This is an optimization exercise on Yosys and OpenROAD, whose aim is small area and a short achievable clock period, not a production implementation. The RTL was checked by simulation tests, not by an equivalence proof against the original design. Power is estimated from default activity; no workload was simulated.

[design/flow/run.sh]
#!/bin/bash
# synth_recipe.tcl (not shown) runs the flow's synth.tcl, then flattens the netlist and writes it again
# the make line also repeats each setting of config.mk as NAME=value (left out here)
make -C /OpenROAD-flow-scripts/flow DESIGN_CONFIG=/design/flow/config.mk WORK_HOME=/design/flow/orfs CLKGATE_MAP_FILE= SYNTH_SCRIPT=/design/flow/synth_recipe.tcl finish
[design/flow/config.mk]
export PLATFORM = sky130hd
export DESIGN_NAME = sigma_delta_modulator
export DESIGN_NICKNAME = sigma_delta_modulator
export VERILOG_FILES = /design/flow/design.v
export SDC_FILE = /design/flow/constraint.sdc
export NUM_CORES = 4
export LEC_CHECK = 0
export CAP_MARGIN = 20
export CORE_MARGIN = 2
export CORE_UTILIZATION = 40
export SLEW_MARGIN = 20
[design/flow/constraint.sdc]
create_clock -name core_clock -period 6.0 [get_ports {clk}]
set_input_delay 1.2000 -clock core_clock [delete_from_list [all_inputs] [get_ports {clk}]]
set_output_delay 1.2000 -clock core_clock [all_outputs]
set_load 0.01 [all_outputs]
[design/flow/design.v]
module pdm_accumulator #(
    parameter integer F  = 14,
    parameter integer SW = F + 2,
    parameter integer AW = F + 1 + 11
) (
    input  wire                 clk,
    input  wire                 rst,
    input  wire                 clear,
    input  wire                 en,
    input  wire signed [SW-1:0] v,
    output wire                 mod_bit
);
    localparam signed [AW-1:0] ONE = {{(AW-F-1){1'b0}}, 1'b1, {F{1'b0}}};
    reg  signed [AW-1:0] qe;
    wire signed [AW-1:0] v_ext = {{(AW-SW){v[SW-1]}}, v};
    wire signed [AW-1:0] s     = qe + v_ext;
    assign mod_bit = (s > 0);
    always @(posedge clk) begin
        if (rst)
            qe <= {AW{1'b0}};
        else if (clear)
            qe <= {AW{1'b0}};
        else if (en)
            qe <= mod_bit ? (s - ONE) : (s + ONE);
    end
endmodule
module bit_packer #(
    parameter integer CW = 7
) (
    input  wire          clk,
    input  wire          rst,
    input  wire          clear,
    input  wire          bit_en,
    input  wire          bit_in,
    output reg           byte_valid,
    output reg  [CW-1:0] byte_addr,
    output reg  [7:0]    byte_data
);
    reg [7:0]    shreg;
    reg [2:0]    bitcnt;
    reg [CW-1:0] chunk;
    wire [7:0] folded = {shreg[6:0], bit_in};
    always @(posedge clk) begin
        if (rst) begin
            shreg      <= 8'h00;
            bitcnt     <= 3'd0;
            chunk      <= {CW{1'b0}};
            byte_data  <= 8'h00;
            byte_addr  <= {CW{1'b0}};
            byte_valid <= 1'b0;
        end else if (clear) begin
            shreg      <= 8'h00;
            bitcnt     <= 3'd0;
            chunk      <= {CW{1'b0}};
            byte_valid <= 1'b0;
        end else if (bit_en) begin
            if (bitcnt == 3'd7) begin
                byte_data  <= folded;
                byte_addr  <= chunk;
                byte_valid <= 1'b1;
                chunk      <= chunk + 1'b1;
                shreg      <= 8'h00;
                bitcnt     <= 3'd0;
            end else begin
                shreg      <= folded;
                bitcnt     <= bitcnt + 3'd1;
                byte_valid <= 1'b0;
            end
        end else begin
            byte_valid <= 1'b0;
        end
    end
endmodule
module sigma_delta_modulator #(
    parameter integer N  = 1024,
    parameter integer F  = 14,
    parameter integer SW = F + 2,
    parameter integer M  = N / 8,
    parameter integer AW = F + 1 + $clog2(N + 2),
    parameter integer IW = (N > 1) ? $clog2(N) : 1,
    parameter integer CW = (M > 1) ? $clog2(M) : 1
) (
    input  wire          clk,
    input  wire          rst,
    input  wire          start,
    input  wire          sample_valid,
    input  wire [SW-1:0] sample_data,
    output wire [IW-1:0] sample_idx,
    output wire          busy,
    output reg           done,
    output wire          fault,
    output reg  [1:0]    fault_cause,
    output wire          byte_valid,
    output wire [CW-1:0] byte_addr,
    output wire [7:0]    byte_data
);
    localparam [1:0] S_IDLE  = 2'b00;
    localparam [1:0] S_RUN   = 2'b01;
    localparam [1:0] S_FAULT = 2'b10;
    reg [1:0]    state;
    reg [IW-1:0] idx;
    wire in_fault   = (state == S_FAULT);
    wire in_run     = (state == S_RUN);
    wire do_start   = start && !in_fault;
    wire do_sample  = !start && sample_valid && in_run;
    wire last       = (idx == N - 1);
    assign busy       = in_run;
    assign fault      = in_fault;
    assign sample_idx = idx;
    always @(posedge clk) begin
        if (rst) begin
            state       <= S_IDLE;
            idx         <= {IW{1'b0}};
            done        <= 1'b0;
            fault_cause <= 2'b00;
        end else if (in_fault) begin
            done <= 1'b0;
        end else if (start) begin
            idx <= {IW{1'b0}};
            if (N % 8 != 0) begin
                state       <= S_FAULT;
                fault_cause <= 2'b01;
                done        <= 1'b0;
            end else if (N == 0) begin
                state <= S_IDLE;
                done  <= 1'b1;
            end else begin
                state <= S_RUN;
                done  <= 1'b0;
            end
        end else if (do_sample) begin
            if (last) begin
                state <= S_IDLE;
                idx   <= {IW{1'b0}};
                done  <= 1'b1;
            end else begin
                idx  <= idx + 1'b1;
                done <= 1'b0;
            end
        end else begin
            done <= 1'b0;
        end
    end
    wire mod_bit;
    pdm_accumulator #(.F(F), .SW(SW), .AW(AW)) u_acc (
        .clk     (clk),
        .rst     (rst),
        .clear   (do_start),
        .en      (do_sample),
        .v       (sample_data),
        .mod_bit (mod_bit)
    );
    bit_packer #(.CW(CW)) u_pk (
        .clk        (clk),
        .rst        (rst),
        .clear      (do_start),
        .bit_en     (do_sample),
        .bit_in     (mod_bit),
        .byte_valid (byte_valid),
        .byte_addr  (byte_addr),
        .byte_data  (byte_data)
    );
endmodule
==> metrics.csv <==
metric;value;unit
# H-tree levels;3;
clock sink count;71;
Synth Area in Adders;11.2;%
nets@finish;781;
GR Util met1;28.1;%
multiplexer area fraction after synthesis;0.423;%
synth top area cells;dfxtp_1 (30%), ha_1 (10%), a21oi_1 (7.7%);
predominant post-synthesis flop cell;dfxtp_1;
met3 GRT Util;3.64;%
Compound-Gate Fraction of Synth Area;23.1;%
antenna fix cells;0;
post-synthesis register bit count;71;
Avg WL per Cell;15.3;um
Slew @ Worst Pin;901;ps
Post-DP Area;5890;um^2
GRT Total Usage;21.1;%
Worst setup EP type;register;
Max FO, Critical Path;3;
most common cell in the netlist;nand2_1;
core area;11500;um^2
FP Rows;39;
main combinational cell family by area after synthesis;simple AND/OR/NAND/NOR gates;
Hold Buf Count CTS;0;
synthesized area;4730;um^2
area delta synth->final;34.0;%
PwrDens;225;nW/um^2
Final ANT Viol Nets;0;
Initial Util;41.3;%
CTS buffer count;9;
Root Buffer;clkbuf_16;
Setup CP Type;in -> reg;
Fin. Hold Viols;0;
cell area after layout;6340;um^2
peak supply drop;0.162;mV
FFs w/ async S/R, synth;0;%
routability cong.;0.893;
clk_skew;9.58;ps
Top Usage Layer GRT;met2;
post-synth top area share;30.0;%
Routed WL;13300;um
warning count from the yosys run;3;
Vias;4699;
initial antenna violation count;0;
DR iter-0 viols;240;
Synth Area in Simple Gates;24.6;%
share of cells above drive strength 1;19.4;%
Final period util;95.5;%
Post-synth top cells;nand2_1 (95), a21oi_1 (73), dfxtp_1 (71);
clock transition at the registers of the reported paths;60;ps
Worst slew margin;39.9;%
max cap viols;0;
Setup TNS;0;ps
post-synthesis xor/xnor area fraction;6.82;%
Yosys cell types;71;
number of synthesized flops with an enable pin;0;
Detail Placement HPWL;9730;um
setup violators final;0;
largest net degree at the start of global routing;45;
Post-Syn Instances;598;
Leak;2.58;nW
first-pass GRT wire length;22100;um
sequential area share after synthesis;30.0;%
Max clock buf depth;2;
Syn Area/Cell;7.92;um^2
Die Y;113;um
vias per cell;5.41;
maximum clock frequency;175;MHz
total gr overflow;0;
WP data required;6180;ps
Final Max Slew Viols;0;
hold crit path type;reg -> reg;
Worst Path Arrival;5910;ps
Setup crit start kind;input port;
vias in the first global route;4613;
biggest area consumer among synthesized cells;dfxtp_1;
global-route met2 utilization;34.8;%
Die Wd;113;um
CTS tree;yes;
drc violations;0;
FILL cells;1053;
outcome;finished clean;
I/O Buffers;47;
die area;12700;um^2
crit path time final;5730;ps
drt pass-1 iters;6;
worst skew pair latency;340;ps
Top Ports;51;
==> through the flow <==
stage | util [%] | cells | worst slack [ps] | power (mW) | hold slack [ps]
2_1_floorplan | - | 600 | 233 | 0.693 | 432
6_report | 55.3 | 868 | 272 | 1.43 | 455
3_3_place_gp | 51.4 | 846 | -214 | 0.826 | 446
3_5_place_dp | 51.4 | 846 | -418 | 0.833 | 448
4_1_cts | 54.1 | 862 | 0.157 | 1.41 | 458
5_1_grt | 55.3 | 868 | -3.00 | 1.49 | 473
==> path summary, 6_finish.rpt <==
kind | start | to | slack (ps) | depth (start not counted)
hold / removal | u_pk.byte_addr[4] | u_pk.byte_addr[4] | 460 | 2
setup / recovery | sample_data[0] | u_acc.qe[21] | 270 | 24
hold reg to reg | u_pk.byte_addr[4] | u_pk.byte_addr[4] | 460 | 2
setup reg to reg | u_acc.qe[0] | u_acc.qe[21] | 1220 | 23
==> area by class of cell <==
class                   count  area (um^2)  area share (%)
repair buffers            139         1160            18.3
flip-flops and latches     71         1420            22.4
multi-input cells         489         3230            50.9
clock inverters             5         81.3            1.28
inverters                  10         37.5           0.592
well taps                 143          179            2.82
clock buffers              11          233            3.67
==> critical path, stage by stage <==
cell and delay (ps):
clkdlybuf4s50_1 400, ha_2 190, fa_2 400, a211oi_2 290
o211ai_2 140, a221oi_4 380, a211oi_2 140, a221o_1 340
xor2_1 160, nor4_2 170, nand2_2 100, nand2b_1 120
inv_2 70, buf_4 150, ha_4 240, buf_4 140
and2_1 160, a22o_1 200, a31o_2 240, buf_4 140
a21oi_1 130, nor2b_1 70, xnor2_1 240, a211oi_1 110
==> repair_timing <==
action                     in CTS  in global routing
resized for setup               1                 24
setup buffers                   0                  6
cloned                          0                  0
pin swaps                       0                 19
setup endpoints to repair       2                  8
==> cell usage in the layout, fill, tap and decap left out, types with 4 or more instances in the layout <==
cell type	n
xor2_1	17
nor2_1	54
inv_1	9
buf_4	92
o31ai_1	4
a211oi_1	6
o21ai_0	11
and4_1	5
nand4_1	7
nor2b_1	5
clkbuf_16	9
o211ai_1	5
a21o_1	9
and2_1	5
nand3_1	21
o21ai_1	5
o21bai_1	5
dfxtp_1	71
clkdlybuf4s50_1	46
nand2_1	94
a21oi_2	5
nand2b_1	5
or3_1	7
xnor2_1	17
nand3b_1	9
nor3_1	14
ha_1	36
and3_1	5
a21oi_1	69
a211oi_2	5
==> logic make-up (layout without fill, tap and decap cells) <==
kind of cell / after synthesis / in the layout
xor+xnor: 36 / 36
fa+ha+maj: 41 / 41
buf+inv: 40 / 165
compound gates: 162 / 162
other cells: 1 / 3
mux: 2 / 2
simple gates: 245 / 245
flops: 71 / 71
==> state kept, by name (all words and copies together) (netlist names) <==
register,cells
u_acc.qe,26
idx,10
u_pk.byte_data,8
u_pk.byte_addr,7
u_pk.chunk,7
u_pk.shreg,7
u_pk.bitcnt,3
done,1
state,1
u_pk.byte_valid,1
==> per-layer routing <==
metal	vias to the layer above	wire length (um)
met3	21	601
met1	2187	6280
met4	0	227
met5	-	0
met2	100	6170
li1	2391	-
==> power by group <==
part	switching, mW	internal, mW	leakage, nW
clock	0.212	0.365	0.150
sequential	0.00422	0.477	0.573
combinational	0.189	0.180	1.86

static timing again, ports no longer ideal:
In the flow no input, the clock included, has a driving cell. The finished layout below was timed again as built, in two steps.
Step 1, drivers: a clkbuf_16 drives clk and a buf_2 each remaining input, both assumed.
Step 2 moves the port delays by t, midway between the first and last clock arrival at a register: inputs arrive t later, outputs are due t later. That takes back most of the time a late clock gives input paths.
Slacks: no drivers / after step 1 / after step 2; pairs: no drivers / after step 1.
shift t [ns]: 0.376
slack for setup (ns): 0.272 / 0.286 / -0.090
worst data-port slew with drivers (ns): 0.04
With both steps, setup timing fails in this run, where it was met with ideal ports. The setup slack of this run moves by +0.014 ns with the drivers and by -0.362 ns with both steps.
